What follows belongs to an exercise in optimizing a design on an open flow for small area, a short achievable clock period and few clock cycles per item; a production flow would make more cautious choices.
At most, simulation tests tie the RTL to the original design; equivalence was not proved.
Function not checked in run 3: the RTL went through the layout flow alone.

==> flow/design.v, too long to show whole: its modules and the start of the top module <==
// module pfx_add: 28 lines
// module pfx_gt: 18 lines
// module lzc27: 32 lines
// module fp_norm_round: 31 lines
// module lzc27s: 9 lines
// module fp_sum_round: 22 lines
// module cpa48_hi: 14 lines
// module fp_mul_round: 37 lines
// module mul24_tree: 1587 lines
// module booth24_enc: 17 lines
// module fa: 4 lines
// module shr27s: 9 lines
// module fp_padd_front: 40 lines
// module fp_pair_front: 29 lines
// module fft_butterfly: 390 lines
module fft_butterfly (
    input  wire        clk,
    input  wire        rst,
    input  wire        in_valid,
    output wire        in_ready,
    input  wire [31:0] ur,
    input  wire [31:0] ui,
    input  wire [31:0] vr,
    input  wire [31:0] vi,
    input  wire [31:0] wr,
    input  wire [31:0] wi,
    output reg         out_valid,
    output reg  [31:0] our,
    output reg  [31:0] oui,
    output reg  [31:0] ovr,
    output reg  [31:0] ovi
);
  // ...
==> flow/run.sh <==
#!/bin/bash
# synth_recipe.tcl (not shown) runs the flow's synth.tcl, then flattens the netlist and writes it again
# the make line also repeats each setting of config.mk as NAME=value (left out here)
make -C /OpenROAD-flow-scripts/flow DESIGN_CONFIG=/design/flow/config.mk WORK_HOME=/design/flow/orfs CLKGATE_MAP_FILE= SYNTH_SCRIPT=/design/flow/synth_recipe.tcl finish
==> flow/config.mk <==
export PLATFORM = sky130hd
export DESIGN_NAME = fft_butterfly
export DESIGN_NICKNAME = fft_butterfly
export VERILOG_FILES = /design/flow/design.v
export SDC_FILE = /design/flow/constraint.sdc
export NUM_CORES = 8
export LEC_CHECK = 0
export CAP_MARGIN = 20
export CORE_MARGIN = 2
export CORE_UTILIZATION = 40
export SETUP_SLACK_MARGIN = 0.5
export SLEW_MARGIN = 20
==> flow/constraint.sdc <==
create_clock -name core_clock -period 20.0 [get_ports {clk}]
set_input_delay 4.0000 -clock core_clock [delete_from_list [all_inputs] [get_ports {clk}]]
set_output_delay 4.0000 -clock core_clock [all_outputs]
set_load 0.01 [all_outputs]
==> results.rst, run 1 <==
.. list-table::
   :header-rows: 1

   * - Metric
     - Value
   * - Status
     - no timing/DRC/antenna violations
   * - Post-detailed-placement cell area
     - 0.1706 mm^2
   * - Drc violations
     - 0
   * - Synth cell count leaders
     - nand2_1, dfxtp_1, inv_1
   * - Reg-to-Reg Start
     - s2_e[18]$_SDFF_PP0_
   * - Global-route usage over all layers
     - 26.43%
   * - Arrival time worst endpoint
     - 7.25 ns
   * - CTS HTree Levels
     - 4
   * - Sequential cells
     - 1961
   * - Layout Area Growth over Synthesis
     - 9.590%
   * - Synth top area cells
     - dfxtp_1, fa_1, edfxtp_1, ha_1, xnor2_1
   * - Top layer used by detailed routing
     - met5
   * - First-pass GRT wire length
     - 854500 um
   * - Reg-to-Reg End
     - s3_mz[27]$_DFF_P_
   * - Post-CTS setup buffer count
     - 0
   * - Met1 global-route usage
     - 33.95%
   * - I/O pin cnt
     - 325
   * - Global Route met3 Usage
     - 4.457%
   * - Place WS
     - 12.56 ns
   * - NonClk Buf Share
     - 3.169%
   * - Instance count of the mapped netlist
     - 18550
   * - Critical path start-end classification
     - primary input to flip-flop
   * - Fmax achieved
     - 156.9 MHz
   * - Endpoint with the worst hold slack
     - s4_ur[29]$_DFF_P_
   * - Setup violations, final
     - 0
   * - Clock network area share
     - 4.361%
   * - Clock buffer cells
     - 303
Testbench counts, summed over its fixed seeds: cycles 32,080, items 32,000.
==> run 2, diff against run 1 <==
==> flow/flow/run.sh (new file) <==
#!/bin/bash
# The standard layout, with every port buffered by a buf_4 instead of the
# flow's default port buffer (a delay cell).  The make run's full output goes
# to flow_make.log in the folder this runs in.
set -euo pipefail
export BUFFER_PORTS_ARGS="-buffer_cell sky130_fd_sc_hd__buf_4"
bash standard.sh > flow_make.log 2>&1
==> flow/standard.sh (new file) <==
#!/bin/bash
# synth_recipe.tcl (not shown) runs the flow's synth.tcl, then flattens the netlist and writes it again
# the make line also repeats each setting of config.mk as NAME=value (left out here)
make -C /OpenROAD-flow-scripts/flow DESIGN_CONFIG=/design/flow/config.mk WORK_HOME=/design/flow/orfs CLKGATE_MAP_FILE= SYNTH_SCRIPT=/design/flow/synth_recipe.tcl "${@:-finish}"
removed: flow/run.sh
==> run 2 against run 1 <==
Effect of this change: global-route usage about the same; final cell count about the same; via count increased by 0.14%; sequential share of layout area increased by 0.097 points.
==> results.rst, run 2 <==
.. list-table::
   :header-rows: 1

   * - Metric
     - Value
   * - Post-CTS setup buffer count
     - 0 (unchanged)
   * - Core Area
     - 0.4058 mm^2
   * - Met3 routed WL
     - 45280 um
   * - Cts hold-fix bufs
     - 0
   * - Yosys reg bits
     - 1961
   * - Clock Pin Slew Worst Setup and Hold Paths
     - 0.06 ns
   * - Largest area contributor in the netlist
     - dfxtp_1
   * - Y dimension of the die
     - 641.9 um
   * - CTS HTree Levels
     - 4 (unchanged)
   * - Worst clock skew
     - 0.1054 ns
   * - Post-detailed-placement cell area
     - 0.1697 mm^2 (-0.48%)
   * - Top_reg_cell synth
     - dfxtp_1
   * - Worst slew pin tran
     - 1.237 ns
   * - Number of antenna violations at the first check in global routing
     - 15
   * - Fmax achieved
     - 160.6 MHz (+2.3%)
   * - First-pass GRT wire length
     - 855600 um (+0.12%)
   * - Synth top area cells
     - dfxtp_1, fa_1, edfxtp_1, ha_1, xnor2_1
   * - Endpoint type of the worst setup path
     - flip-flop
   * - CP max FO
     - 34
   * - Pin count of the biggest net entering global routing
     - 118
   * - Most common cell after layout, fill and taps aside
     - nand2_1
   * - Layout Area Growth over Synthesis
     - 9.157%
   * - Number of port buffers
     - 324
   * - Detailed-placement wirelength estimate
     - 396900 um
   * - Period minus WS final
     - 6.227 ns
   * - Largest registers
     - s1_ra x144, s1_rb x144, sp_n x104
   * - Crit share post-route
     - 31.14%
   * - Mean instance size in the synthesized netlist
     - 8.773 um^2
   * - Met2 routed WL
     - 255400 um
   * - Unique cell type count in the Yosys netlist
     - 107
   * - Synthesized Nets
     - 20640
   * - Via Count
     - 138400
   * - Instance count of the mapped netlist
     - 18550 (unchanged)
   * - Number of pins with negative max-slew slack in the final report
     - 0
   * - Top layer used by detailed routing
     - met5
   * - Number of global-route vias before repair
     - 135800
   * - Synth cell count leaders
     - nand2_1, dfxtp_1, inv_1
   * - Arrival time worst endpoint
     - 7.04 ns (-0.21 ns)
   * - Clock latency on the worst-skew pair
     - 0.99 ns
   * - Number of synthesis warnings
     - 1
   * - Routed wire length
     - 565400 um
   * - Clock tree from TritonCTS
     - built
   * - Most used cells in the layout excluding fill and tap cells
     - nand2_1, dfxtp_1, inv_1, nor2_1, fa_1
   * - Worst Path Required
     - 20.82 ns
   * - Share of final-layout standard cells stronger than drive strength 1
     - 8.179%
   * - Post-synth top area share
     - 18.95%
   * - Row Count
     - 234
   * - Class of the most critical hold timing path
     - flip-flop to flip-flop
   * - Sequential-to-total area share from yosys stat
     - 26.70%
   * - Number of violations of the max-capacitance limit
     - 0
   * - Area of the die
     - 0.4120 mm^2
   * - Relative slew slack
     - 16.34%
   * - Area of all placed cells without fillers
     - 0.1777 mm^2
   * - Setup repair after global routing missed its margin
     - false
   * - Clock sinks
     - 1961
   * - Post-synth EDFFs
     - 420
   * - Initial standard-cell utilization of the core
     - 40.11%
   * - Routed met1 length
     - 229100 um
   * - Most used standard cell by instance count after synthesis
     - nand2_1
   * - Number of clock buffers inserted by TritonCTS
     - 227
   * - Routability congestion estimate
     - 0.9650
   * - Number of iterations in the first detailed-routing pass
     - 7
   * - Antenna Violating Nets Remaining
     - 0
   * - Critical path start-end classification
     - flip-flop to flip-flop
   * - Deepest clock path buffer count
     - 4
   * - Setup violations, final
     - 0 (unchanged)
   * - NumNets Final
     - 20100
   * - I/O pin cnt
     - 325 (unchanged)
   * - Count of routing violations after the opening detailed-route iteration
     - 13550
   * - Global-route usage over all layers
     - 26.45% (about the same)
   * - Status
     - no timing/DRC/antenna violations
   * - Vias per Instance
     - 5.853
   * - Async set or reset register ratio after synthesis
     - 0%
   * - Final total negative setup slack
     - 0 ns
   * - Remaining global-route overflow
     - 0
   * - Cells resized by post-CTS repair
     - 0
   * - CP startpoint kind
     - flip-flop
   * - Netlist area before placement
     - 0.1628 mm^2
   * - Chip Width
     - 641.9 um
   * - Average wire length per cell after detail routing
     - 23.91 um
   * - Drc violations
     - 0 (unchanged)
   * - Library cell used as clock root buffer
     - clkbuf_16
   * - Hold Fails Final Rpt
     - 0
## run 2: path summary, 6_finish.rpt
path / startpoint / endpoint / slack [ns] / cells past startpoint
setup / recovery: s2_e[18]$_SDFF_PP0_ / s3_mx[27]$_DFF_P_ / 13.77 / 22
hold / removal: s4_ui[6]$_DFF_P_ / s5_ui[6]$_DFF_P_ / 0.28 / 0
setup reg to reg: s2_e[18]$_SDFF_PP0_ / s3_mx[27]$_DFF_P_ / 13.77 / 22
hold reg to reg: s4_ui[6]$_DFF_P_ / s5_ui[6]$_DFF_P_ / 0.28 / 0
## run 2: logic make-up (layout without fill, tap and decap cells)
group | Yosys count | in the layout | synth area share, %
adder cells (fa/ha/maj) | 1896 | 1896 | 19.79
AO/OA/AOI/OAI | 4367 | 4367 | 17.83
XOR/XNOR | 1871 | 1871 | 10.07
flip-flops | 1961 | 1961 | 26.70
multiplexers | 809 | 809 | 5.353
AND/OR/NAND/NOR | 4707 | 4707 | 13.45
other | 0 | 10 | 0
buffers and inverters | 2942 | 2595 | 6.807
## run 2: layout make-up
class | instances | area, um^2
well taps | 5428 | 6792
flip-flops and latches | 1961 | 43470
clock buffers | 290 | 6251
repair buffers | 643 | 4827
inverters | 1530 | 5751
diodes | 10 | 25.02
fillers | 39860 | 228100
multi-input cells | 13650 | 108900
clock inverters | 132 | 1653
## run 2: worst max-delay path, stage by stage, from the launching register on
cell	delay [ns]
dfxtp_1	0.33
inv_1	0.06
ha_1	0.12
inv_1	0.04
fa_1	0.39
a21o_1	0.18
a21o_1	0.20
a21o_1	0.20
a21o_1	0.27
a21o_1	0.20
a21o_1	0.18
fa_1	0.43
or3_1	0.52
nor4b_1	0.28
mux2_2	0.34
nand2b_1	0.14
buf_4	0.39
a21oi_1	0.14
a211o_1	0.32
nor4_1	0.31
nand2_1	0.09
a2111oi_0	0.74
mux2i_1	0.19
## run 2: through the flow
stage                     hold WS [ns]  utilization, %  instances  setup WS [ns]
after floorplan                 0.3096               -      18550          14.16
after global placement          0.3100           41.82      23210          13.04
after detailed placement        0.3121           41.83      23210          13.24
after CTS                       0.2871           43.77      23630          13.87
after global routing            0.3013           43.78      23640          13.40
final                           0.2808           43.78      23640          13.77
## run 2: per-layer routing
metal | global-route usage, % | vias to the layer above
met4 | 14.39 | 8
li1 | - | 63140
met3 | 4.568 | 1610
met5 | 0 | -
met1 | 34.01 | 66980
met2 | 42.26 | 6652
==> module fp_padd_front, before the edit <==
module fp_padd_front (
    input  wire        a_s, input wire [8:0] a_e, input wire a_h, input wire [22:0] a_f,
    input  wire        a_i, input wire       a_n,
    input  wire        b_s, input wire [8:0] b_e, input wire b_h, input wire [22:0] b_f,
    input  wire        b_i, input wire       b_n,
    input  wire        sub,
    output wire [26:0] mx_al,
    output wire [26:0] mz_al,
    output wire        eff_sub,
    output wire [7:0]  fr,
    output wire        sign,
    output wire        zsign,
    output wire        nan,
    output wire        inf,
    output wire        inf_s
);
    wire bs = b_s ^ sub;
    wire gt;                             
    pfx_gt #(.W(33), .L(6)) u_cmp (.a({b_e, b_h, b_f}), .b({a_e, a_h, a_f}), .gt(gt));
    wire [9:0] dab, dba;
    wire       cab, cba;
    pfx_add #(.W(10), .L(4)) u_dab (.a({1'b0, a_e}), .b(~{1'b0, b_e}), .ci(1'b1), .s(dab), .co(cab));
    pfx_add #(.W(10), .L(4)) u_dba (.a({1'b0, b_e}), .b(~{1'b0, a_e}), .ci(1'b1), .s(dba), .co(cba));
    wire       ge  = ~dab[9];            
    wire [4:0] s_ab = dab[9:5] != 0 ? 5'd31 : dab[4:0];
    wire [4:0] s_ba = dba[9:5] != 0 ? 5'd31 : dba[4:0];
    wire [26:0] ma_al, mb_al;
    shr27s u_sa (.x({a_h, a_f, 3'b000}), .sh(s_ba & {5{~ge}}), .y(ma_al));
    shr27s u_sb (.x({b_h, b_f, 3'b000}), .sh(s_ab & {5{ge}}),  .y(mb_al));
    assign mx_al = gt ? mb_al : ma_al;
    assign mz_al = gt ? ma_al : mb_al;
    wire [8:0] exm = (ge ? a_e : b_e) - 9'd64;
    assign fr      = exm[7:0];
    assign sign    = gt ? bs : a_s;
    assign eff_sub = a_s ^ bs;
    assign zsign   = a_s & bs;
    assign nan     = a_n | b_n | (a_i & b_i & (a_s != bs));
    assign inf     = a_i | b_i;
    assign inf_s   = a_i ? a_s : bs;
endmodule
==> module fp_pair_front, before the edit <==
module fp_pair_front (
    input  wire [31:0] u,
    input  wire [31:0] t,
    output wire [26:0] mx,
    output wire [26:0] mz_al,
    output wire [7:0]  fr,
    output wire        x_is_u
);
    wire gt;                             
    pfx_gt #(.W(31), .L(5)) u_cmp (.a(t[30:0]), .b(u[30:0]), .gt(gt));
    wire       u_nz = u[30:23] != 8'h00;
    wire       t_nz = t[30:23] != 8'h00;
    wire [7:0] eu = {u[30:24], u[23] | ~u_nz};
    wire [7:0] et = {t[30:24], t[23] | ~t_nz};
    wire [8:0] dut, dtu;
    wire       cut, ctu;
    pfx_add #(.W(9), .L(4)) u_dut (.a({1'b0, eu}), .b(~{1'b0, et}), .ci(1'b1), .s(dut), .co(cut));
    pfx_add #(.W(9), .L(4)) u_dtu (.a({1'b0, et}), .b(~{1'b0, eu}), .ci(1'b1), .s(dtu), .co(ctu));
    wire       ge  = ~dut[8];            
    wire [4:0] s_ut = dut[8:5] != 0 ? 5'd31 : dut[4:0];
    wire [4:0] s_tu = dtu[8:5] != 0 ? 5'd31 : dtu[4:0];
    wire [26:0] mu_al, mt_al;
    shr27s u_su (.x({u_nz, u[22:0], 3'b000}), .sh(s_tu & {5{~ge}}), .y(mu_al));
    shr27s u_st (.x({t_nz, t[22:0], 3'b000}), .sh(s_ut & {5{ge}}),  .y(mt_al));
    assign mx     = gt ? mt_al : mu_al;
    assign mz_al  = gt ? mu_al : mt_al;
    assign fr     = ge ? eu : et;
    assign x_is_u = ~gt;
endmodule
==> run 3, diff against run 2 <==
--- a/flow/design.v
+++ b/flow/design.v
@@ -1833,9 +1833,13 @@
     wire [4:0] s_ab = dab[9:5] != 0 ? 5'd31 : dab[4:0];
     wire [4:0] s_ba = dba[9:5] != 0 ? 5'd31 : dba[4:0];
-    wire [26:0] ma_al, mb_al;
-    shr27s u_sa (.x({a_h, a_f, 3'b000}), .sh(s_ba & {5{~ge}}), .y(ma_al));
-    shr27s u_sb (.x({b_h, b_f, 3'b000}), .sh(s_ab & {5{ge}}),  .y(mb_al));
-    assign mx_al = gt ? mb_al : ma_al;
-    assign mz_al = gt ? ma_al : mb_al;
+    wire [26:0] ma = {a_h, a_f, 3'b000};
+    wire [26:0] mb = {b_h, b_f, 3'b000};
+    wire [26:0] mxe = ge ? ma : mb;
+    wire [26:0] mze = ge ? mb : ma;
+    wire [26:0] mze_al;
+    shr27s u_sh (.x(mze), .sh(ge ? s_ab : s_ba), .y(mze_al));
+    wire        swb = ge & gt;
+    assign mx_al = swb ? mze_al : mxe;
+    assign mz_al = swb ? mxe : mze_al;
     wire [8:0] exm = (ge ? a_e : b_e) - 9'd64;
     assign fr      = exm[7:0];
@@ -1868,9 +1872,13 @@
     wire [4:0] s_ut = dut[8:5] != 0 ? 5'd31 : dut[4:0];
     wire [4:0] s_tu = dtu[8:5] != 0 ? 5'd31 : dtu[4:0];
-    wire [26:0] mu_al, mt_al;
-    shr27s u_su (.x({u_nz, u[22:0], 3'b000}), .sh(s_tu & {5{~ge}}), .y(mu_al));
-    shr27s u_st (.x({t_nz, t[22:0], 3'b000}), .sh(s_ut & {5{ge}}),  .y(mt_al));
-    assign mx     = gt ? mt_al : mu_al;
-    assign mz_al  = gt ? mu_al : mt_al;
+    wire [26:0] mu = {u_nz, u[22:0], 3'b000};
+    wire [26:0] mt = {t_nz, t[22:0], 3'b000};
+    wire [26:0] mxe = ge ? mu : mt;
+    wire [26:0] mze = ge ? mt : mu;
+    wire [26:0] mze_al;
+    shr27s u_sh (.x(mze), .sh(ge ? s_ut : s_tu), .y(mze_al));
+    wire        swb = ge & gt;
+    assign mx     = swb ? mze_al : mxe;
+    assign mz_al  = swb ? mxe : mze_al;
     assign fr     = ge ? eu : et;
     assign x_is_u = ~gt;
==> flow/run.sh (new file) <==
#!/bin/bash
# synth_recipe.tcl (not shown) runs the flow's synth.tcl, then flattens the netlist and writes it again
# the make line also repeats each setting of config.mk as NAME=value (left out here)
make -C /OpenROAD-flow-scripts/flow DESIGN_CONFIG=/design/flow/config.mk WORK_HOME=/design/flow/orfs CLKGATE_MAP_FILE= SYNTH_SCRIPT=/design/flow/synth_recipe.tcl finish
removed: flow/flow/run.sh
removed: flow/standard.sh
==> run 3 against run 2 <==
Effect of this change: still clean on timing, DRC and antenna; utilization rose by 0.11 points; sequential share of layout area rose by 0.39 points; worst setup slack got worse by 0.83 ns; clock skew fell by 0.0098 ns; non-clock buffer count fell by 17; wire length fell by 0.79%; synthesized cell count fell by 2.7%; critical endpoint is now s6_mx[0]$_SDFF_PN0_; largest cell class unchanged.
==> results.rst, run 3 <==
.. list-table::
   :header-rows: 1

   * - Metric
     - Value
   * - Status
     - no timing/DRC/antenna violations
   * - Worst path max stage delay
     - 0.89 ns (+0.15 ns)
   * - Synthesized Nets
     - 20140 (-2.4%)
   * - Clock Pin Slew Worst Setup and Hold Paths
     - 0.06 ns (about the same)
   * - Yosys reg bits
     - 1961 (unchanged)
   * - Synth cell count leaders
     - dfxtp_1, inv_1, nand2_1
   * - Combined buffer and inverter count along the critical path
     - 1 (-2)
   * - Class of the most critical hold timing path
     - flip-flop to flip-flop
   * - Library cell used as clock root buffer
     - clkbuf_16
   * - Number of iterations in the first detailed-routing pass
     - 10 (+3)
   * - Deepest clock path buffer count
     - 4 (unchanged)
   * - Largest registers
     - s1_ra x144, s1_rb x144, sp_n x104
   * - Layout Area Growth over Synthesis
     - 9.504%
   * - Pin count of the biggest net entering global routing
     - 98 (-17%)
   * - Crit share post-route
     - 35.30% (+4.2 points)
   * - Core Area
     - 0.3986 mm^2 (-1.8%)
   * - Fillers
     - 38860 (-2.5%)
   * - Instance count of the mapped netlist
     - 18050 (-2.7%)
   * - I/O pin cnt
     - 325 (unchanged)
   * - Antenna Violating Nets Remaining
     - 0 (unchanged)
   * - Number of antenna violations at the first check in global routing
     - 10 (-5)
   * - Worst clock skew
     - 0.09565 ns (-0.009764 ns)
   * - Final total negative setup slack
     - 0 ns (unchanged)
   * - Largest area contributor in the netlist
     - dfxtp_1
   * - Most used standard cell by instance count after synthesis
     - dfxtp_1
   * - Number of port buffers
     - 324 (unchanged)
   * - Remaining global-route overflow
     - 0 (unchanged)
   * - Count of routing violations after the opening detailed-route iteration
     - 13530 (-0.11%)
   * - Number of global-route vias before repair
     - 132100 (-2.7%)
   * - Global-route usage over all layers
     - 26.78% (+0.32 points)
   * - Number of violations of the max-capacitance limit
     - 0 (unchanged)
   * - Delay-heaviest family, CP
     - simple AND/OR/NAND/NOR gates
   * - Footprint of the multi-input gates
     - 0.1059 mm^2 (-2.7%)
   * - Post-synth EDFFs
     - 420 (unchanged)
   * - CP startpoint kind
     - flip-flop
   * - Share of final-layout standard cells stronger than drive strength 1
     - 6.651% (-1.5 points)
   * - Clock tree from TritonCTS
     - built
   * - Worst Hold Margin
     - 0.3087 ns (+0.02791 ns)
   * - Arrival time worst endpoint
     - 7.90 ns (+0.86 ns)
   * - Worst path slowest cell
     - a2111oi_0
   * - Cts hold-fix bufs
     - 0 (unchanged)
   * - NumNets Final
     - 19600 (-2.5%)
   * - Most common cell on crit path
     - nand2_1
   * - Routability congestion estimate
     - 0.9757 (+1.1%)
   * - Number of clock buffers inserted by TritonCTS
     - 225 (-0.88%)
   * - Number of pins with negative max-slew slack in the final report
     - 0 (unchanged)
   * - Relative slew slack
     - 20.71% (+4.4 points)
   * - Row Count
     - 232 (-0.85%)
   * - Worst slew pin tran
     - 1.177 ns (-0.06059 ns)
   * - Initial standard-cell utilization of the core
     - 40.08% (about the same)
   * - Unique cell type count in the Yosys netlist
     - 95 (-11%)
   * - Synth top area cells
     - dfxtp_1, fa_1, edfxtp_1, ha_1, xnor2_1
   * - Setup repair after global routing missed its margin
     - false
   * - Post-CTS setup buffer count
     - 0 (unchanged)
   * - Y dimension of the die
     - 635.9 um (-0.93%)
   * - Routed wire length
     - 560900 um (-0.79%)
   * - Most common cell after layout, fill and taps aside
     - dfxtp_1
   * - CTS HTree Levels
     - 4 (unchanged)
   * - Area taken by flip-flops and latches
     - 0.04348 mm^2 (about the same)
   * - Period minus WS final
     - 7.059 ns (+0.8320 ns)
   * - Via Count
     - 135300 (-2.2%)
   * - Detailed-placement wirelength estimate
     - 396700 um (about the same)
   * - Endpoint type of the worst setup path
     - flip-flop
   * - Post-synth top area share
     - 19.31% (+0.36 points)
   * - Chip Width
     - 635.9 um (-0.93%)
   * - Average wire length per cell after detail routing
     - 24.43 um (+2.1%)
   * - Number of synthesis warnings
     - 1 (unchanged)
   * - Critical path start-end classification
     - flip-flop to flip-flop
   * - Vias per Instance
     - 5.891 (+0.65%)
   * - Cells resized by post-CTS repair
     - 0 (unchanged)
   * - Mean instance size in the synthesized netlist
     - 8.849 um^2 (+0.87%)
   * - Fmax achieved
     - 141.7 MHz (-12%)
   * - Drc violations
     - 0 (unchanged)
   * - Hold Fails Final Rpt
     - 0 (unchanged)
   * - Worst Path Required
     - 20.84 ns (+0.02 ns)
   * - Area of the die
     - 0.4044 mm^2 (-1.8%)
   * - Clock sinks
     - 1961 (unchanged)
   * - Clock latency on the worst-skew pair
     - 0.96 ns (-0.03 ns)
   * - Critical path cell sequence
     - nor4_1 -> nand2_1 -> nand2b_1 -> ha_1 -> fa_1 -> nor2b_1 -> o21bai_1 -> nand3_1 -> nand2_1 -> buf_4 -> a21o_1 -> nand2_1 -> mux2i_1 -> a221oi_1 -> a2111oi_0 -> o2111ai_1 -> and2_1
   * - Netlist area before placement
     - 0.1597 mm^2 (-1.9%)
   * - CP max FO
     - 31 (-8.8%)
   * - First-pass GRT wire length
     - 840900 um (-1.7%)
   * - Most used cells in the layout excluding fill and tap cells
     - dfxtp_1, inv_1, nand2_1, fa_1, a22oi_1
   * - Async set or reset register ratio after synthesis
     - 0% (unchanged)
   * - Top_reg_cell synth
     - dfxtp_1
   * - Sequential-to-total area share from yosys stat
     - 27.21% (+0.51 points)
   * - Setup violations, final
     - 0 (unchanged)
[run 3: cells by family (layout without fill, tap and decap cells)]
kind of cell | count (synthesis) | in the layout | synth area share, %
AOI/OAI and AO/OA | 4318 | 4318 | 17.93
adders and majority gates | 1899 | 1899 | 20.18
other | 0 | 4 | 0
DFF | 1961 | 1961 | 27.21
and+or+nand+nor | 4472 | 4472 | 13.25
xor gates and xnor gates | 1841 | 1841 | 10.09
buffers and inverters | 2941 | 2586 | 6.932
muxes | 619 | 619 | 4.405
[run 3: final cells by class]
cell class	count	share of cell area [%]
Multi-Input combinational cell	13150	60.56
Sequential cell	1961	24.85
Tap cell	5265	3.766
Clock buffer	306	3.675
Inverter	1541	3.310
Timing Repair Buffer	626	3.150
Clock inverter	113	0.6774
Antenna cell	4	0.005722
[run 3: final timing paths]
kind | slack, ns | from | endpoint | cells after the start
worst max register to register | 12.94 | s5_t[24]$_SDFF_PP1_ | s6_mx[0]$_SDFF_PN0_ | 17
worst min register to register | 0.31 | s3_ur[27]$_DFF_P_ | s4_ur[27]$_DFF_P_ | 0
worst max-delay path | 12.94 | s5_t[24]$_SDFF_PP1_ | s6_mx[0]$_SDFF_PN0_ | 17
worst min-delay path | 0.31 | s3_ur[27]$_DFF_P_ | s4_ur[27]$_DFF_P_ | 0
[run 3: stage by stage]
| stage | setup WS [ns] | instances | instance area [um^2] | utilization [%] |
|---|---|---|---|---|
| floorplan | 14.16 | 18050 | 159700 | - |
| global placement | 13.13 | 22540 | 167200 | 41.96 |
| detailed placement | 13.23 | 22540 | 167300 | 41.96 |
| CTS | 13.20 | 22960 | 174900 | 43.88 |
| global route | 12.62 | 22960 | 174900 | 43.89 |
| finish | 12.94 | 22970 | 174900 | 43.89 |
[run 3: layer usage]
layer / routed length (um) / vias up / global-route usage, % / share of wire (%)
li1: - / 61380 / - / -
met4: 35890 / 10 / 14.73 / 6.4
met1: 226400 / 65600 / 34.19 / 40
met3: 47660 / 1608 / 4.997 / 8.5
met2: 250900 / 6697 / 42.73 / 45
met5: 60 / - / 0 / 0.011
==> run 4, diff against run 3 <==
--- a/flow/design.v
+++ b/flow/design.v
@@ -1807,4 +1807,44 @@
     assign y = {xs[26:1], xs[0] | st};
 endmodule
+module shr27k (
+    input  wire [26:0] x,
+    input  wire [4:0]  sh,
+    input  wire        kill,
+    output wire [26:0] y
+);
+    wire [26:0] xs;
+    shr27s u_sh (.x(x), .sh(sh), .y(xs));
+    assign y = kill ? {26'd0, |x} : xs;
+endmodule
+module sub_cla #(parameter W = 8) (
+    input  wire [W-1:0] a,
+    input  wire [W-1:0] b,
+    output wire [W-1:0] d,
+    output wire         ge
+);
+    wire [W-1:0] g = a & ~b;             
+    wire [W-1:0] t = a | ~b;             
+    reg  [W:0]   c;
+    reg          term;
+    integer i, j, k;
+    always @* begin
+        c[0] = 1'b1;
+        for (i = 1; i <= W; i = i + 1) begin
+            c[i] = 1'b0;
+            for (j = i - 1; j >= 0; j = j - 1) begin
+                term = g[j];
+                for (k = j + 1; k < i; k = k + 1)
+                    term = term & t[k];
+                c[i] = c[i] | term;
+            end
+            term = 1'b1;
+            for (k = 0; k < i; k = k + 1)
+                term = term & t[k];
+            c[i] = c[i] | term;
+        end
+    end
+    assign d  = a ^ ~b ^ c[W-1:0];
+    assign ge = c[W];
+endmodule
 module fp_padd_front (
     input  wire        a_s, input wire [8:0] a_e, input wire a_h, input wire [22:0] a_f,
@@ -1826,20 +1866,15 @@
     wire gt;                             
     pfx_gt #(.W(33), .L(6)) u_cmp (.a({b_e, b_h, b_f}), .b({a_e, a_h, a_f}), .gt(gt));
-    wire [9:0] dab, dba;
-    wire       cab, cba;
-    pfx_add #(.W(10), .L(4)) u_dab (.a({1'b0, a_e}), .b(~{1'b0, b_e}), .ci(1'b1), .s(dab), .co(cab));
-    pfx_add #(.W(10), .L(4)) u_dba (.a({1'b0, b_e}), .b(~{1'b0, a_e}), .ci(1'b1), .s(dba), .co(cba));
-    wire       ge  = ~dab[9];            
-    wire [4:0] s_ab = dab[9:5] != 0 ? 5'd31 : dab[4:0];
-    wire [4:0] s_ba = dba[9:5] != 0 ? 5'd31 : dba[4:0];
-    wire [26:0] ma = {a_h, a_f, 3'b000};
-    wire [26:0] mb = {b_h, b_f, 3'b000};
-    wire [26:0] mxe = ge ? ma : mb;
-    wire [26:0] mze = ge ? mb : ma;
-    wire [26:0] mze_al;
-    shr27s u_sh (.x(mze), .sh(ge ? s_ab : s_ba), .y(mze_al));
-    wire        swb = ge & gt;
-    assign mx_al = swb ? mze_al : mxe;
-    assign mz_al = swb ? mxe : mze_al;
+    wire [8:0] dab, dba;
+    wire       ge, geb;                  
+    sub_cla #(.W(9)) u_dab (.a(a_e), .b(b_e), .d(dab), .ge(ge));
+    sub_cla #(.W(9)) u_dba (.a(b_e), .b(a_e), .d(dba), .ge(geb));
+    wire [26:0] ma_al, mb_al;
+    shr27k u_sa (.x({a_h, a_f, 3'b000}), .sh(dba[4:0] & {5{~ge}}),
+                 .kill(~ge & (dba[8:5] != 4'd0)), .y(ma_al));
+    shr27k u_sb (.x({b_h, b_f, 3'b000}), .sh(dab[4:0] & {5{ge}}),
+                 .kill(ge & (dab[8:5] != 4'd0)), .y(mb_al));
+    assign mx_al = gt ? mb_al : ma_al;
+    assign mz_al = gt ? ma_al : mb_al;
     wire [8:0] exm = (ge ? a_e : b_e) - 9'd64;
     assign fr      = exm[7:0];
@@ -1865,20 +1900,15 @@
     wire [7:0] eu = {u[30:24], u[23] | ~u_nz};
     wire [7:0] et = {t[30:24], t[23] | ~t_nz};
-    wire [8:0] dut, dtu;
-    wire       cut, ctu;
-    pfx_add #(.W(9), .L(4)) u_dut (.a({1'b0, eu}), .b(~{1'b0, et}), .ci(1'b1), .s(dut), .co(cut));
-    pfx_add #(.W(9), .L(4)) u_dtu (.a({1'b0, et}), .b(~{1'b0, eu}), .ci(1'b1), .s(dtu), .co(ctu));
-    wire       ge  = ~dut[8];            
-    wire [4:0] s_ut = dut[8:5] != 0 ? 5'd31 : dut[4:0];
-    wire [4:0] s_tu = dtu[8:5] != 0 ? 5'd31 : dtu[4:0];
-    wire [26:0] mu = {u_nz, u[22:0], 3'b000};
-    wire [26:0] mt = {t_nz, t[22:0], 3'b000};
-    wire [26:0] mxe = ge ? mu : mt;
-    wire [26:0] mze = ge ? mt : mu;
-    wire [26:0] mze_al;
-    shr27s u_sh (.x(mze), .sh(ge ? s_ut : s_tu), .y(mze_al));
-    wire        swb = ge & gt;
-    assign mx     = swb ? mze_al : mxe;
-    assign mz_al  = swb ? mxe : mze_al;
+    wire [7:0] dut, dtu;
+    wire       ge, get;                  
+    sub_cla #(.W(8)) u_dut (.a(eu), .b(et), .d(dut), .ge(ge));
+    sub_cla #(.W(8)) u_dtu (.a(et), .b(eu), .d(dtu), .ge(get));
+    wire [26:0] mu_al, mt_al;
+    shr27k u_su (.x({u_nz, u[22:0], 3'b000}), .sh(dtu[4:0] & {5{~ge}}),
+                 .kill(~ge & (dtu[7:5] != 3'd0)), .y(mu_al));
+    shr27k u_st (.x({t_nz, t[22:0], 3'b000}), .sh(dut[4:0] & {5{ge}}),
+                 .kill(ge & (dut[7:5] != 3'd0)), .y(mt_al));
+    assign mx     = gt ? mt_al : mu_al;
+    assign mz_al  = gt ? mu_al : mt_al;
     assign fr     = ge ? eu : et;
     assign x_is_u = ~gt;
==> run 4 against run 3 <==
Effect of this change: synthesized cell count rose by 4.9%; die area rose by 3.7%; critical path depth shrank 16; first-iteration DRC count is 3.9% higher; design area rose by 3.7%; sequential share of layout area is 0.88 points lower; worst setup slack gained 0.67 ns; register-to-register slack gained 1.2 ns; area after synthesis rose by 3.7%; maximum frequency rose by 11%; utilization barely moved; global-route usage decreased by 0.074 points.
==> results.rst, run 4 <==
.. list-table::
   :header-rows: 1

   * - Metric
     - Value
   * - Number of clock buffers inserted by TritonCTS
     - 225 (unchanged)
   * - Setup violations, final
     - 0 (unchanged)
   * - Count of routing violations after the opening detailed-route iteration
     - 14050 (+3.9%)
   * - Arrival time worst endpoint
     - 2.39 ns (-5.51 ns)
   * - Reg-to-Reg Start
     - s0_m[25]$_DFFE_PP_
   * - Number of antenna violations at the first check in global routing
     - 24 (+14)
   * - Remaining global-route overflow
     - 0 (unchanged)
   * - Row Count
     - 236 (+1.7%)
   * - Worst clock skew
     - 0.1264 ns (+0.03071 ns)
   * - Number of violations of the max-capacitance limit
     - 0 (unchanged)
   * - Delay-heaviest family, CP
     - buffers and inverters
   * - Layout Area Growth over Synthesis
     - 9.422% (about the same)
   * - Worst slew pin tran
     - 1.197 ns (+0.01970 ns)
   * - Cts hold-fix bufs
     - 0 (unchanged)
   * - Routed wire length
     - 578800 um (+3.2%)
   * - Vias per Instance
     - 5.881 (-0.18%)
   * - Number of global-route vias before repair
     - 138200 (+4.6%)
   * - Clock latency on the worst-skew pair
     - 1.02 ns (+0.06 ns)
   * - Instance count of the mapped netlist
     - 18940 (+4.9%)
   * - Most used standard cell by instance count after synthesis
     - nand2_1
   * - Most used cells in the layout excluding fill and tap cells
     - nand2_1, inv_1, dfxtp_1, nor2_1, fa_1
   * - Unique cell type count in the Yosys netlist
     - 111 (+17%)
   * - Fillers
     - 40440 (+4.1%)
   * - Clock sinks
     - 1961 (unchanged)
   * - Footprint of the multi-input gates
     - 0.1114 mm^2 (+5.2%)
   * - Drc violations
     - 0 (unchanged)
   * - Worst path max stage delay
     - 0.95 ns (+0.06 ns)
   * - Detailed-placement wirelength estimate
     - 407500 um (+2.7%)
   * - Post-CTS setup buffer count
     - 0 (unchanged)
   * - First-pass GRT wire length
     - 870500 um (+3.5%)
   * - Yosys reg bits
     - 1961 (unchanged)
   * - Pin count of the biggest net entering global routing
     - 132 (+35%)
   * - Worst Min Path Start
     - s3_ur[7]$_DFF_P_
   * - Antenna Violating Nets Remaining
     - 0 (unchanged)
   * - Number of pins with negative max-slew slack in the final report
     - 0 (unchanged)
   * - Top_reg_cell synth
     - dfxtp_1
   * - Global Route met3 Usage
     - 4.928% (-0.070 points)
   * - Synth top area cells
     - dfxtp_1, fa_1, edfxtp_1, ha_1, xnor2_1
   * - Share of final-layout standard cells stronger than drive strength 1
     - 6.847% (+0.20 points)
   * - Sequential-to-total area share from yosys stat
     - 26.23% (-0.98 points)
   * - Post-synth top area share
     - 18.62% (-0.70 points)
   * - Average wire length per cell after detail routing
     - 24.04 um (-1.6%)
   * - Critical path start-end classification
     - flip-flop to output pin
   * - Global-route usage over all layers
     - 26.70% (-0.074 points)
   * - Number of port buffers
     - 324 (unchanged)
   * - Number of synthesis warnings
     - 3 (+2)
   * - Deepest clock path buffer count
     - 4 (unchanged)
   * - Worst Hold Margin
     - 0.2840 ns (-0.02472 ns)
   * - Period minus WS final
     - 6.388 ns (-0.6714 ns)
   * - Number of iterations in the first detailed-routing pass
     - 6 (-4)
   * - Y dimension of the die
     - 647.6 um (+1.8%)
   * - Synth cell count leaders
     - nand2_1, inv_1, dfxtp_1
   * - Most common cell after layout, fill and taps aside
     - nand2_1
   * - Met1 global-route usage
     - 33.84% (-0.34 points)
   * - CTS HTree Levels
     - 4 (unchanged)
   * - Origin of the worst setup path
     - rdy$_SDFF_PP1_
   * - Worst path slowest cell
     - clkdlybuf4s50_1
   * - CP max FO
     - 4 (-87%)
   * - Class of the most critical hold timing path
     - flip-flop to flip-flop
   * - Relative slew slack
     - 19.93% (-0.78 points)
   * - Cells resized by post-CTS repair
     - 0 (unchanged)
   * - Area of the die
     - 0.4194 mm^2 (+3.7%)
   * - Hold Fails Final Rpt
     - 0 (unchanged)
   * - Critical path cell sequence
     - clkdlybuf4s50_1
   * - Netlist area before placement
     - 0.1657 mm^2 (+3.7%)
   * - Fmax achieved
     - 156.5 MHz (+11%)
   * - Largest area contributor in the netlist
     - dfxtp_1
   * - I/O pin cnt
     - 325 (unchanged)
   * - Area taken by flip-flops and latches
     - 0.04348 mm^2 (unchanged)
   * - NumNets Final
     - 20470 (+4.5%)
   * - Setup repair after global routing missed its margin
     - false
   * - Worst Path Required
     - 16.00 ns (-4.84 ns)
   * - Top Usage Layer GRT
     - met2
   * - Library cell used as clock root buffer
     - clkbuf_16
   * - Clock tree from TritonCTS
     - built
   * - Async set or reset register ratio after synthesis
     - 0% (unchanged)
   * - Mean instance size in the synthesized netlist
     - 8.747 um^2 (-1.2%)
   * - Initial standard-cell utilization of the core
     - 40.14% (+0.061 points)
   * - Core Area
     - 0.4128 mm^2 (+3.6%)
   * - Routability congestion estimate
     - 0.9510 (-2.5%)
   * - Largest registers
     - s1_ra x144, s1_rb x144, sp_n x104
   * - Crit share post-route
     - 31.94% (-3.4 points)
   * - Chip Width
     - 647.6 um (+1.8%)
   * - Via Count
     - 141600 (+4.6%)
   * - CP startpoint kind
     - flip-flop
   * - Clock Pin Slew Worst Setup and Hold Paths
     - 0.06 ns (about the same)
   * - Status
     - no timing/DRC/antenna violations
   * - Endpoint type of the worst setup path
     - output pin
   * - M2 GR Usage
     - 42.98% (+0.25 points)
   * - Post-synth EDFFs
     - 420 (unchanged)
   * - Final total negative setup slack
     - 0 ns (unchanged)
   * - Combined buffer and inverter count along the critical path
     - 1 (unchanged)
   * - Synthesized Nets
     - 21020 (+4.4%)
run 4: kinds of logic (layout without fill, tap and decap cells):
logic type | Yosys count | count (layout) | share of synthesized area (%)
flip-flops | 1961 | 1961 | 26.23
multiplexers | 810 | 810 | 5.519
AND/OR/NAND/NOR | 4770 | 4770 | 13.55
other | 0 | 7 | 0
adder cells (fa/ha/maj) | 1885 | 1885 | 19.24
AO/OA/AOI/OAI | 4574 | 4574 | 18.37
XOR/XNOR | 1921 | 1921 | 10.15
buffers and inverters | 3022 | 2670 | 6.944
run 4: layer usage:
metal	routed length, um	share of wire [%]	up-vias
met5	154	0.027	-
met4	36020	6.2	18
met3	49610	8.6	1661
met2	260400	45	6788
met1	232600	40	68360
li1	-	-	64730
run 4: path summary, 6_finish.rpt:
check | cells after the start | slack (ns) | end
worst max-delay path | 1 | 13.61 | in_ready
worst min-delay path | 0 | 0.28 | s4_ur[7]$_DFF_P_
worst max register to register | 13 | 14.12 | s1_rb[49]$_DFF_P_
worst min register to register | 0 | 0.28 | s4_ur[7]$_DFF_P_
run 4: area by class of cell:
class / instances / area share (%)
Inverter: 1590 / 3.296
Sequential cell: 1961 / 23.98
Timing Repair Buffer: 657 / 3.167
Clock buffer: 303 / 3.543
Clock inverter: 120 / 0.7867
Tap cell: 5474 / 3.777
Multi-Input combinational cell: 13960 / 61.44
Antenna cell: 7 / 0.009661
run 4: through the flow:
step	std cells	worst slack (ns)	util [%]	area, um^2
after CTS	24060	13.39	43.91	181300
after floorplan	18940	14.16	-	165700
after global placement	23640	12.48	42.01	173400
final	24070	13.61	43.92	181300
after global routing	24070	13.52	43.92	181300
after detailed placement	23640	12.41	42.01	173400
Testbench counts of run 4, summed over its fixed seeds: cycles 32,080, items 32,000.
==> run 5, diff against run 4 <==
==> flow/flow/run.sh (new file) <==
#!/bin/bash
# The standard layout, with every port buffered by a buf_4 instead of the
# flow's default port buffer (a delay cell).  The make run's full output goes
# to flow_make.log in the folder this runs in.
set -euo pipefail
export BUFFER_PORTS_ARGS="-buffer_cell sky130_fd_sc_hd__buf_4"
bash standard.sh > flow_make.log 2>&1
==> flow/standard.sh (new file) <==
#!/bin/bash
# synth_recipe.tcl (not shown) runs the flow's synth.tcl, then flattens the netlist and writes it again
# the make line also repeats each setting of config.mk as NAME=value (left out here)
make -C /OpenROAD-flow-scripts/flow DESIGN_CONFIG=/design/flow/config.mk WORK_HOME=/design/flow/orfs CLKGATE_MAP_FILE= SYNTH_SCRIPT=/design/flow/synth_recipe.tcl "${@:-finish}"
removed: flow/run.sh
==> run 5 against run 4 <==
Effect of this change: synthesized cell count is the same; non-clock buffer count increased by 17; wire length up 0.57%; clock-buffer cell count rose by 10; area after synthesis is the same; die area unchanged; highest routed layer unchanged.
==> results.rst, run 5 <==
.. list-table::
   :header-rows: 1

   * - Metric
     - Value
   * - Class of the most critical hold timing path
     - flip-flop to flip-flop
   * - Area of the die
     - 0.4194 mm^2 (unchanged)
   * - Antenna Violating Nets Remaining
     - 0 (unchanged)
   * - Worst slew pin tran
     - 1.207 ns (+0.01019 ns)
   * - Worst path slowest cell
     - nor4_2
   * - Vias per Instance
     - 5.886 (about the same)
   * - Y dimension of the die
     - 647.6 um (unchanged)
   * - Layout Area Growth over Synthesis
     - 8.974%
   * - Via Count
     - 141800 (+0.16%)
   * - Post-CTS setup buffer count
     - 0 (unchanged)
   * - Clock Pin Slew Worst Setup and Hold Paths
     - 0.06 ns (about the same)
   * - Mean instance size in the synthesized netlist
     - 8.747 um^2 (unchanged)
   * - Unique cell type count in the Yosys netlist
     - 111 (unchanged)
   * - Synth cell count leaders
     - nand2_1, inv_1, dfxtp_1
   * - Routability congestion estimate
     - 0.9392 (-1.2%)
   * - Deepest clock path buffer count
     - 4 (unchanged)
   * - Hold Fails Final Rpt
     - 0 (unchanged)
   * - Worst clock skew
     - 0.1192 ns (-0.007200 ns)
   * - Largest registers
     - s1_ra x144, s1_rb x144, sp_n x104
   * - Top_reg_cell synth
     - dfxtp_1
   * - Period minus WS final
     - 6.012 ns (-0.3762 ns)
   * - CP max FO
     - 2 (-2)
   * - Share of final-layout standard cells stronger than drive strength 1
     - 8.709% (+1.9 points)
   * - First-pass GRT wire length
     - 873300 um (+0.31%)
   * - Routed wire length
     - 582100 um (+0.57%)
   * - Count of routing violations after the opening detailed-route iteration
     - 13980 (-0.52%)
   * - Arrival time worst endpoint
     - 6.88 ns (+4.49 ns)
   * - Critical path cell sequence
     - buf_4 -> nor4_2 -> buf_4 -> nand4_1 -> nor3_1 -> nor3_1 -> nor4_1 -> a211o_1
   * - Endpoint type of the worst setup path
     - flip-flop
   * - Remaining global-route overflow
     - 0 (unchanged)
   * - Core Area
     - 0.4128 mm^2 (unchanged)
   * - Status
     - no timing/DRC/antenna violations
   * - Async set or reset register ratio after synthesis
     - 0% (unchanged)
   * - CP startpoint kind
     - primary input
   * - Setup violations, final
     - 0 (unchanged)
   * - Fmax achieved
     - 166.3 MHz (+6.3%)
   * - Worst path max stage delay
     - 0.68 ns (-0.27 ns)
   * - Average wire length per cell after detail routing
     - 24.16 um (+0.49%)
   * - Number of violations of the max-capacitance limit
     - 0 (unchanged)
   * - Library cell used as clock root buffer
     - clkbuf_16
   * - Worst Path Required
     - 20.87 ns (+4.87 ns)
   * - Final standard cell utilization of the core
     - 43.74% (-0.18 points)
   * - Cts hold-fix bufs
     - 0 (unchanged)
   * - Most used cells in the layout excluding fill and tap cells
     - nand2_1, inv_1, dfxtp_1, nor2_1, fa_1
   * - Chip Width
     - 647.6 um (unchanged)
   * - R2R setup slack
     - 14.41 ns (+0.29 ns)
   * - Instance count of the mapped netlist
     - 18940 (unchanged)
   * - Pin count of the biggest net entering global routing
     - 125 (-5.3%)
   * - Setup repair after global routing missed its margin
     - false
   * - Clock sinks
     - 1961 (unchanged)
   * - CTS HTree Levels
     - 4 (unchanged)
   * - Relative slew slack
     - 19.25% (-0.68 points)
   * - Clock latency on the worst-skew pair
     - 1.01 ns (about the same)
   * - Most used standard cell by instance count after synthesis
     - nand2_1
   * - Number of port buffers
     - 324 (unchanged)
   * - Post-synth EDFFs
     - 420 (unchanged)
   * - Post-synth top area share
     - 18.62% (unchanged)
   * - Number of iterations in the first detailed-routing pass
     - 8 (+2)
   * - Number of pins with negative max-slew slack in the final report
     - 0 (unchanged)
   * - Synth top area cells
     - dfxtp_1, fa_1, edfxtp_1, ha_1, xnor2_1
   * - Sequential-to-total area share from yosys stat
     - 26.23% (unchanged)
   * - Netlist area before placement
     - 0.1657 mm^2 (unchanged)
   * - Drc violations
     - 0 (unchanged)
   * - Yosys reg bits
     - 1961 (unchanged)
   * - Detailed-placement wirelength estimate
     - 410000 um (+0.63%)
   * - Largest area contributor in the netlist
     - dfxtp_1
   * - Critical path start-end classification
     - primary input to flip-flop
   * - Number of antenna violations at the first check in global routing
     - 18 (-25%)
   * - Row Count
     - 236 (unchanged)
   * - Number of clock buffers inserted by TritonCTS
     - 229 (+1.8%)
   * - Number of synthesis warnings
     - 3 (unchanged)
   * - Final total negative setup slack
     - 0 ns (unchanged)
   * - I/O pin cnt
     - 325 (unchanged)
   * - Crit share post-route
     - 30.06% (-1.9 points)
   * - Most common cell after layout, fill and taps aside
     - nand2_1
   * - Cells resized by post-CTS repair
     - 0 (unchanged)
   * - Initial standard-cell utilization of the core
     - 40.14% (unchanged)
   * - Number of global-route vias before repair
     - 138200 (-0.013%)
   * - NumNets Final
     - 20490 (+0.10%)
   * - Synthesized Nets
     - 21020 (unchanged)
   * - Global-route usage over all layers
     - 26.82% (+0.11 points)
   * - Clock tree from TritonCTS
     - built
## run 5: cell count changes in the layout (fill, tap and decap cells not counted), moves of 4 or more
cell / before / now
nor3_2: 11 / 7
buf_4: 332 / 672
clkinvlp_4: 13 / 17
clkbuf_1: 37 / 41
clkdlybuf4s50_1: 324 / 0
clkbuf_16: 233 / 240
clkinv_2: 24 / 37
bufinv_16: 19 / 13
clkinv_1: 18 / 10
inv_6: 21 / 14
## run 5: critical path: cells and delay by family
kind	cells	cell delay, ns
simple gates	5	2.19
buf+inv	2	0.51
compound gates	1	0.14
## run 5: kinds of logic after synthesis
logic type,share of synthesized area [%]
simple gates,13.55
flops,26.23
compound gates,18.37
buf+inv,6.944
mux,5.519
xor+xnor,10.15
fa+ha+maj,19.24
## run 5: worst paths after layout
check / start / to / depth (start not counted)
setup reg to reg: s0_m[2]$_DFFE_PP_ / s1_rb[13]$_DFF_P_ / 12
hold reg to reg: s2_ur[27]$_DFF_P_ / s3_ur[27]$_DFF_P_ / 0
hold / removal: s2_ur[27]$_DFF_P_ / s3_ur[27]$_DFF_P_ / 0
setup / recovery: wi[20] / rdy$_SDFF_PP1_ / 8
## run 5: metal layers
layer / global-route usage, % / part of all wire, %
met2: 43.25 / 45
met5: 0 / 0.025
met3: 4.874 / 8.5
met1: 33.82 / 40
met4: 14.92 / 6.4
## run 5: final cells by class
type / count / area (um^2)
sequential: 1961 / 43480
clock inverter: 115 / 1210
tap: 5474 / 6849
inverter: 1590 / 5976
clock buffer: 313 / 6588
antenna: 4 / 10.01
fill: 40660 / 232200
timing repair buffer: 674 / 5057
multi-input combinational: 13960 / 111400
## run 5: through the flow
step	instances	area [um^2]	worst slack [ns]	hold slack [ns]
final	24090	180600	13.99	0.2793
after detailed placement	23660	172700	13.02	0.3121
after floorplan	18940	165700	14.16	0.3096
after global routing	24090	180600	13.85	0.2945
after global placement	23660	172700	13.01	0.3099
after CTS	24090	180500	14.01	0.2778

==> what the ideal ports hide <==
The results above use ideal ports. As a check the final layouts listed here were re-extracted and re-timed, cells and wires unchanged.
Step 1 sets driving cells, clkbuf_16 on the clock port and buf_2 on the other inputs (assumed; they add their load-dependent delay and slew).
Step 2, shift: input delay + t, output delay - t, t = (earliest + latest rising clock arrival at the registers) / 2. This alone moves slack from input paths to output paths.
Three values: ideal, step 1, step 2; two values: the first two.
run | t (ns) | setup WS [ns] | worst setup path at the end | latest minus earliest clock arrival (ns)
run 1 | 1.072 | 13.627 / 13.722 / 12.649 | input to register | 0.143 / 0.143
run 2 | 1.055 | 13.773 / 13.773 / 13.167 | input to register | 0.112 / 0.112
run 3 | 1.027 | 12.941 / 12.941 / 12.941 | register to register | 0.103 / 0.104
run 4 | 1.066 | 13.612 / 13.499 / 12.648 | input to register | 0.128 / 0.128
run 5 | 1.067 | 13.988 / 14.060 / 13.013 | input to register | 0.134 / 0.134
After both steps every run listed still meets setup and hold. For run 1, which loses most, drivers alone change the setup slack by +0.095 ns; drivers and shift together by -0.978 ns.
